Source: an optimization exercise on an open RTL-to-GDS flow (aim: small area, a short achievable clock period and few clock cycles per item). Production flows keep margins and buffers that such runs may drop.
RTL that was checked went through simulation tests only; none was proved equivalent to the original.
No activity file was given, so power comes from the tool's default toggle rates.

==> inputs of run E <==
Design bcmseq, start of the top module:
module bcmseq #(
    parameter [15:0] BASE_LOOP_TICKS = 16'd8,
    parameter [15:0] CALL_OVERHEAD   = 16'd2,
    parameter [15:0] FIRST_INTERVAL  = 16'd100
) (
    input  wire        clk,
    input  wire        rst,
    input  wire        cmd_valid,
    input  wire [51:0] cmd,
    output reg         cmd_ready,
    output reg         rsp_valid,
    output wire [7:0]  rsp,
    input  wire [1:0]  rot,
    output reg         hm_en,
    output reg         hm_we,
    output reg  [10:0] hm_addr,
    output wire [7:0]  hm_wdata,
    input  wire [7:0]  hm_rdata,
    output reg         sm_en,
    output reg  [10:0] sm_addr,
    input  wire [7:0]  sm_rdata,
    output reg         tmr_load,
    output wire [15:0] tmr_period,
    output reg         tmr_stop,
    input  wire        tmr_expire,
    output reg         p_blank,
    output reg         p_lat,
    output reg         p_clk,
    output reg  [3:0]  p_addr,
    output reg  [5:0]  p_data
);
Settings: LEC_CHECK=0, CAP_MARGIN=20, CORE_MARGIN=2, CORE_UTILIZATION=40, SETUP_SLACK_MARGIN=4.5, SLEW_MARGIN=20; clock period 6.0 ns.
run.sh (not shown) runs the stock make flow with config.mk's settings and CLKGATE_MAP_FILE= SYNTH_SCRIPT=/design/flow/synth_recipe.tcl, a recipe that flattens the netlist after the stock synthesis.
==> run Y (differences from run E) <==
--- a/flow/design.v
+++ b/flow/design.v
@@ -40,53 +40,52 @@
     localparam [15:0] BC2  = BASE_LOOP_TICKS + {CALL_OVERHEAD[14:0], 1'b0};
     localparam [15:0] DUR0 = BC2 - CALL_OVERHEAD;
     localparam [15:0] DUR1 = {BC2[14:0], 1'b0} - CALL_OVERHEAD;
     localparam [15:0] DUR2 = {BC2[13:0], 2'b0} - CALL_OVERHEAD;
     localparam [15:0] DUR3 = {BC2[12:0], 3'b0} - CALL_OVERHEAD;
     function [4:0] band_hi(input [2:0] r, input [1:0] b);
         begin
             case ({r, b})
-                5'b000_00: band_hi = 5'd0;   5'b000_01: band_hi = 5'd1;   5'b000_10: band_hi = 5'd2;
-                5'b001_00: band_hi = 5'd3;   5'b001_01: band_hi = 5'd4;   5'b001_10: band_hi = 5'd5;
-                5'b010_00: band_hi = 5'd6;   5'b010_01: band_hi = 5'd7;   5'b010_10: band_hi = 5'd8;
-                5'b011_00: band_hi = 5'd9;   5'b011_01: band_hi = 5'd10;  5'b011_10: band_hi = 5'd11;
-                5'b100_00: band_hi = 5'd12;  5'b100_01: band_hi = 5'd13;  5'b100_10: band_hi = 5'd14;
-                5'b101_00: band_hi = 5'd15;  5'b101_01: band_hi = 5'd16;  5'b101_10: band_hi = 5'd17;
-                5'b110_00: band_hi = 5'd18;  5'b110_01: band_hi = 5'd19;  5'b110_10: band_hi = 5'd20;
-                5'b111_00: band_hi = 5'd21;  5'b111_01: band_hi = 5'd22;  5'b111_10: band_hi = 5'd23;
-                default:   band_hi = 5'd0;
+                5'b000_00: band_hi = 5'd0;   5'b000_01: band_hi = 5'd1;   5'b000_10: band_hi = 5'd2;   5'b000_11: band_hi = 5'd3;
+                5'b001_00: band_hi = 5'd3;   5'b001_01: band_hi = 5'd4;   5'b001_10: band_hi = 5'd5;   5'b001_11: band_hi = 5'd6;
+                5'b010_00: band_hi = 5'd6;   5'b010_01: band_hi = 5'd7;   5'b010_10: band_hi = 5'd8;   5'b010_11: band_hi = 5'd9;
+                5'b011_00: band_hi = 5'd9;   5'b011_01: band_hi = 5'd10;  5'b011_10: band_hi = 5'd11;  5'b011_11: band_hi = 5'd12;
+                5'b100_00: band_hi = 5'd12;  5'b100_01: band_hi = 5'd13;  5'b100_10: band_hi = 5'd14;  5'b100_11: band_hi = 5'd15;
+                5'b101_00: band_hi = 5'd15;  5'b101_01: band_hi = 5'd16;  5'b101_10: band_hi = 5'd17;  5'b101_11: band_hi = 5'd18;
+                5'b110_00: band_hi = 5'd18;  5'b110_01: band_hi = 5'd19;  5'b110_10: band_hi = 5'd20;  5'b110_11: band_hi = 5'd21;
+                5'b111_00: band_hi = 5'd21;  5'b111_01: band_hi = 5'd22;  5'b111_10: band_hi = 5'd23;  default:   band_hi = 5'd0;
             endcase
         end
     endfunction
     reg        active;
     reg        pending;      
     reg        swapreq;
     reg        back;         
     reg [1:0]  plane;        
     reg [2:0]  row;
     reg        h_idle;
-    reg        st_fill, st_rd, st_cp, st_wr, st_stop;
+    reg        st_pa, st_fill, st_rd, st_cp, st_wr, st_stop;
+    reg        bot;          
     reg        is_px, is_cp;
     reg [1:0]  k;            
-    reg        bot;
     reg [2:0]  p1, p2, p3;   
     reg        r0, g0, b0;   
     reg [7:0]  d;            
     reg [10:0] ha;           
     reg        run;          
     reg        go;           
     reg        sh;           
     reg        fz;           
     reg        bor;          
     reg        f0;           
     reg        p0;           
     reg        ok;           
     reg [1:0]  t32;          
-    reg [6:2]  tp;           
+    reg [6:1]  tp;           
     wire        accept = cmd_valid & cmd_ready;
     wire [3:0]  op     = cmd[51:48];
     wire [15:0] cx     = cmd[47:32];
     wire [15:0] cy     = cmd[31:16];
     wire [15:0] cc     = cmd[15:0];
     wire op_begin = (op == OP_BEGIN);
     wire op_stop  = (op == OP_STOP);
     wire op_px    = (op == OP_SETPIXEL);
@@ -95,24 +94,19 @@
     wire op_copy  = (op == OP_COPYFWD);
     wire op_bufrd = (op == OP_BUFRD);
     wire op_bufwr = (op == OP_BUFWR);
     wire in_range = rot[0] ? (~|cx[15:4] & ~|cy[15:5])
                            : (~|cx[15:5] & ~|cy[15:4]);
     reg [4:0] rx;
     reg [3:0] ry;
     always @(*) begin
-        case (rot)
-            2'd0:    begin rx = cx[4:0];  ry = cy[3:0];  end
-            2'd1:    begin rx = ~cy[4:0]; ry = cx[3:0];  end
-            2'd2:    begin rx = ~cx[4:0]; ry = ~cy[3:0]; end
-            default: begin rx = cy[4:0];  ry = ~cx[3:0]; end
-        endcase
+        rx = (rot[0] ? cy[4:0] : cx[4:0]) ^ {5{rot[1] ^ rot[0]}};
+        ry = (rot[0] ? cx[3:0] : cy[3:0]) ^ {4{rot[1]}};
     end
-    wire [4:0] r3 = band_hi(ry[2:0], 2'd0);    
     wire [9:0] off      = ha[9:0];
     wire       off_last = (off == 10'd767);
     wire       cy5 = is_px | (&off[4:0]);
     wire [9:0] cy_off = {cy5 & (&off[8:5]), cy5 & (&off[7:5]), cy5 & (&off[6:5]), cy5 & off[5], cy5,
                          ~is_px & (&off[3:0]), ~is_px & (&off[2:0]), ~is_px & (&off[1:0]),
                          ~is_px & off[0], ~is_px};
     wire [9:0] off_inc = off ^ cy_off;
     reg [7:0] mg;
@@ -137,45 +131,49 @@
     wire wr_done   = is_cp ? off_last : (~is_px | k[1]);
     wire fill_done = go_fill & off_last & (ha[10] ^ back);
     wire [4:0] c        = sm_addr[4:0];
     wire       c31      = &c;
     wire       dec      = run & c31 & ~p0;                  
     wire       dpos     = run & c31 & p0;                   
     wire       wrap     = run & (c == 5'd1) & ~p0;          
     wire       stop_acc = accept & op_stop;
-    wire       take     = (pending | tmr_expire) & active & ~stop_acc & (dec | ~run);
-    reg        n_fill, n_rd, n_cp, n_wr, n_stop;
+    wire       take     = pending & active & (dec | (~run & ~cmd_ready));
+    reg        n_pa, n_fill, n_rd, n_cp, n_wr, n_stop, n_busy;
     always @(*) begin
+        n_pa   = 1'b0;
         n_fill = st_fill & ~fill_done;
         n_stop = st_stop & run;
-        n_rd   = (st_rd & bor) | (go_wr & ~wr_done);
+        n_rd   = (st_rd & bor) | (go_wr & ~wr_done) | st_pa;
         n_cp   = go_rd;
         n_wr   = (st_wr & bor) | (st_cp & (is_px | is_cp));
+        n_busy = n_fill | n_rd | n_cp | n_wr | n_stop;
         if (accept) begin
+            n_pa   = op_px;
             n_fill = op_begin;
             n_stop = op_stop;
-            n_rd   = op_px | op_copy | op_bufrd;
+            n_rd   = op_copy | op_bufrd;
             n_wr   = op_bufwr;
         end
     end
-    wire n_idle = ~(n_fill | n_rd | n_cp | n_wr | n_stop);
-    wire n_fz   = take | (fz & ~p_lat);
+    wire n_idle = ~accept & ~n_busy;
+    wire n_fz   = (run & (c == 5'd30) & p0) | (~run & pending & active) |
+                  (fz & ~p_lat & ~((dec | ~run) & ~take));
     wire n_run  = take | (run & ~(wrap & ~go));
     reg [10:0] n_ha;
     always @(*) begin
         n_ha = ha;
         if (h_idle) begin
-            n_ha = {back ^ op_copy, op_px ? {r3, rx} : cx[9:0]};
+            n_ha = {back ^ op_copy, op_px ? {2'b0, ry[2:0], rx} : cx[9:0]};
+        end else if (st_pa) begin
+            n_ha[9:5] = band_hi(ha[7:5], 2'd0);
         end else begin
-            if ((go_fill & off_last) | ((go_rd | go_wr) & is_cp))
+            if (go_fill | ((go_rd | go_wr) & is_cp))
                 n_ha[10] = ~ha[10];
-            if (go_fill)
-                n_ha[9:0] = off_last ? 10'd0 : off_inc;
-            else if (go_wr)
+            if ((go_fill & (ha[10] ^ back)) | go_wr)
                 n_ha[9:0] = off_inc;
         end
     end
     wire       adv   = dpos & go;
     wire       wrap3 = (plane == 2'd3);
     wire       fswap = wrap3 & (&row) & swapreq;
     wire       swap  = adv & fswap;
     wire [1:0] plane_a = {plane[1] ^ plane[0], ~plane[0]};
@@ -196,32 +194,31 @@
     function [1:0] band_of(input [1:0] pl, input nx_p0);
         case (pl)
             2'd0:    band_of = {1'b0, nx_p0};
             2'd1:    band_of = 2'd0;
             2'd2:    band_of = 2'd1;
             default: band_of = 2'd2;
         endcase
     endfunction
-    wire [5:0] sa_keep = {~back, band_hi(row, band_of(plane, ~p0))};
-    wire [5:0] sa_adv  = {~(back ^ fswap), band_hi(row_a, band_of(plane_a, ~p0))};
+    wire [1:0] sa_band = adv ? plane : band_of(plane, ~p0);
     wire [4:0] c_inc   = c ^ {&c[3:0], &c[2:0], &c[1:0], c[0], 1'b1};
     wire [4:0] n_c     = ~run ? 5'd31 : (p0 ? c_inc : c);
     wire n_bor = run & ~p0 & (plane == 2'd0);
     reg [6:2] n_tp;
     always @(*) begin
         if (!active) n_tp = FIRST_INTERVAL[6:2];
         else case (plane)                   
             2'd1:    n_tp = DUR0[6:2];
             2'd2:    n_tp = DUR1[6:2];
             2'd3:    n_tp = DUR2[6:2];
             default: n_tp = DUR3[6:2];
         endcase
     end
-    assign tmr_period = {9'd0, tp, active, 1'b0};
+    assign tmr_period = {9'd0, tp, 1'b0};
     always @(posedge clk) begin
         ha <= n_ha;
         if (h_idle) begin
             d       <= {cc[7:1], cc[0] | (swapreq & op[2])};
             p1      <= {cc[2], cc[8],  cc[13]};
             p2      <= {cc[3], cc[9],  cc[14]};
             p3      <= {cc[4], cc[10], cc[15]};
             r0      <= cc[12];
@@ -236,29 +233,31 @@
             if (st_cp)
                 d <= mg;
             if (go_wr)
                 k <= {k[0], ~k[1] & ~k[0]};
         end
         hm_addr <= n_bor ? {~back, band_hi(row, 2'd2), c} : n_ha;
         if (rst) begin
             h_idle    <= 1'b1;
+            st_pa     <= 1'b0;
             st_fill   <= 1'b0;
             st_rd     <= 1'b0;
             st_cp     <= 1'b0;
             st_wr     <= 1'b0;
             st_stop   <= 1'b0;
             bor       <= 1'b0;
             hm_en     <= 1'b0;
             hm_we     <= 1'b0;
             cmd_ready <= 1'b1;
             rsp_valid <= 1'b0;
             tmr_stop  <= 1'b0;
         end else begin
             h_idle    <= n_idle;
+            st_pa     <= n_pa;
             st_fill   <= n_fill;
             st_rd     <= n_rd;
             st_cp     <= n_cp;
             st_wr     <= n_wr;
             st_stop   <= n_stop;
             bor       <= n_bor;
             hm_en     <= n_bor | n_fill | n_rd | n_wr;
             hm_we     <= ~n_bor & (n_fill | (n_wr & (h_idle | ok)));
@@ -269,18 +268,18 @@
         t32 <= sm_rdata[1:0];
         f0  <= (plane == 2'd0);
         if (!p0)
             p_data <= f0 ? {t32, sm_rdata[1:0], hm_rdata[1:0]} : sm_rdata[7:2];
         p0      <= ~run | ~p0;
         plane   <= n_plane;
         row     <= n_row;
         back    <= n_back;
-        sm_addr <= {adv ? sa_adv : sa_keep, n_c};
-        tp      <= n_tp;
+        sm_addr <= {~(back ^ swap), band_hi(row, sa_band), n_c};
+        tp      <= {n_tp, active};
         if (!run)
             sh <= 1'b0;
         else if (wrap)
             sh <= 1'b1;
         if (take)
             go <= 1'b1;
         else if (dec)
             go <= 1'b0;
@@ -296,17 +295,17 @@
             active   <= 1'b0;
             p_blank  <= 1'b1;
             p_lat    <= 1'b0;
             p_clk    <= 1'b0;
             p_addr   <= 4'd0;
             tmr_load <= 1'b0;
         end else begin
             run   <= n_run;
-            sm_en <= n_run;
+            sm_en <= 1'b1;           
             fz    <= n_fz;
             if (fill_done)
                 active <= 1'b1;
             else if (stop_acc)
                 active <= 1'b0;
             if (dec | take)
                 p_blank <= 1'b1;
             else if (p_lat)
==> flow/flow/run.sh (new file) <==
#!/bin/bash
# Standard layout, with the port buffers that buffer_ports inserts made
# sky130_fd_sc_hd__buf_1 (the resizer may still size them up) instead of the
# delay cell it picks by default. Every port still gets its own buffer.
set -euo pipefail
echo 'export BUFFER_PORTS_ARGS = -buffer_cell sky130_fd_sc_hd__buf_1' >> config.mk
bash standard.sh > standard_flow.log 2>&1
==> flow/standard.sh (new file) <==
#!/bin/bash
# synth_recipe.tcl (not shown) runs the flow's synth.tcl, then flattens the netlist and writes it again
# the make line also repeats each setting of config.mk as NAME=value (left out here)
make -C /OpenROAD-flow-scripts/flow DESIGN_CONFIG=/design/flow/config.mk WORK_HOME=/design/flow/orfs CLKGATE_MAP_FILE= SYNTH_SCRIPT=/design/flow/synth_recipe.tcl "${@:-finish}"
==> flow/config.mk (replaced) <==
export PLATFORM = sky130hd
export DESIGN_NAME = bcmseq
export DESIGN_NICKNAME = bcmseq
export VERILOG_FILES = /design/flow/design.v
export SDC_FILE = /design/flow/constraint.sdc
export NUM_CORES = 4
export LEC_CHECK = 0
export ABC_AREA = 1
export CAP_MARGIN = 20
export CORE_MARGIN = 2
export CORE_UTILIZATION = 40
export CTS_BUF_LIST = sky130_fd_sc_hd__clkbuf_8
export CTS_CLUSTER_SIZE = 20
export PLACE_DENSITY = 0.7
export SETUP_SLACK_MARGIN = 3.8
export SLEW_MARGIN = 20
export BUFFER_PORTS_ARGS = -buffer_cell sky130_fd_sc_hd__buf_1
removed: flow/run.sh
==> impl_metrics.yaml <==
status:
  status: "complete, no violations"
finish:
  sh_seq_area_pct: 29.0
  fill_cells: 1088
drt:
  wl_um: 15800
placement:
  pre_cts_slack_ps: 2120
yosys:
  synth_compound_gate_area_share_pct: 15.6
timing:
  period_share_pct: 41.6
  whs_ps: 506
power:
  pg_seq_mw: 0.874
  clk-power_mw: 0.590
# the run above: run E

==> impl_metrics.yaml <==
finish:
  sh_seq_area_pct: 40.1
  fill_cells: 1320
power:
  clk-power_mw: 0.422
placement:
  pre_cts_slack_ps: 3060
status:
  status: "complete, no violations"
timing:
  whs_ps: 450
yosys:
  synth_compound_gate_area_share_pct: 13.5
# the run above: run Y

Testbench counts of run Y, summed over its fixed seeds: cycles 49,192, ticks 768.
For run E, only the layout was checked, not whether the RTL still works.

==> separate check: timing with driven ports <==
In the flow no input, the clock included, has a driving cell. The finished layouts below were timed again as built, in two steps. Step 1, drivers: a clkbuf_16 drives clk and a buf_2 each remaining input, both assumed. Step 2 also shifts input and output timing later by t, the mid clock arrival at the registers, as if the neighbouring blocks saw the same clock. Slacks: no drivers / after step 1 / after step 2; pairs: no drivers / after step 1.
run | shift t [ns] | slack for setup (ns) | slew at the worst register clock pin (ns) | cell pins on the clock port's net
run E | 0.384 | 3.501 / 3.456 / 3.073 | 0.07 / 0.07 | 1
run Y | 0.411 | 3.860 / 3.829 / 3.540 | 0.12 / 0.12 | 1
After both steps every run listed still meets setup and hold. The setup slack of run E, which loses most, moves by -0.045 ns with the drivers and by -0.428 ns with both steps.
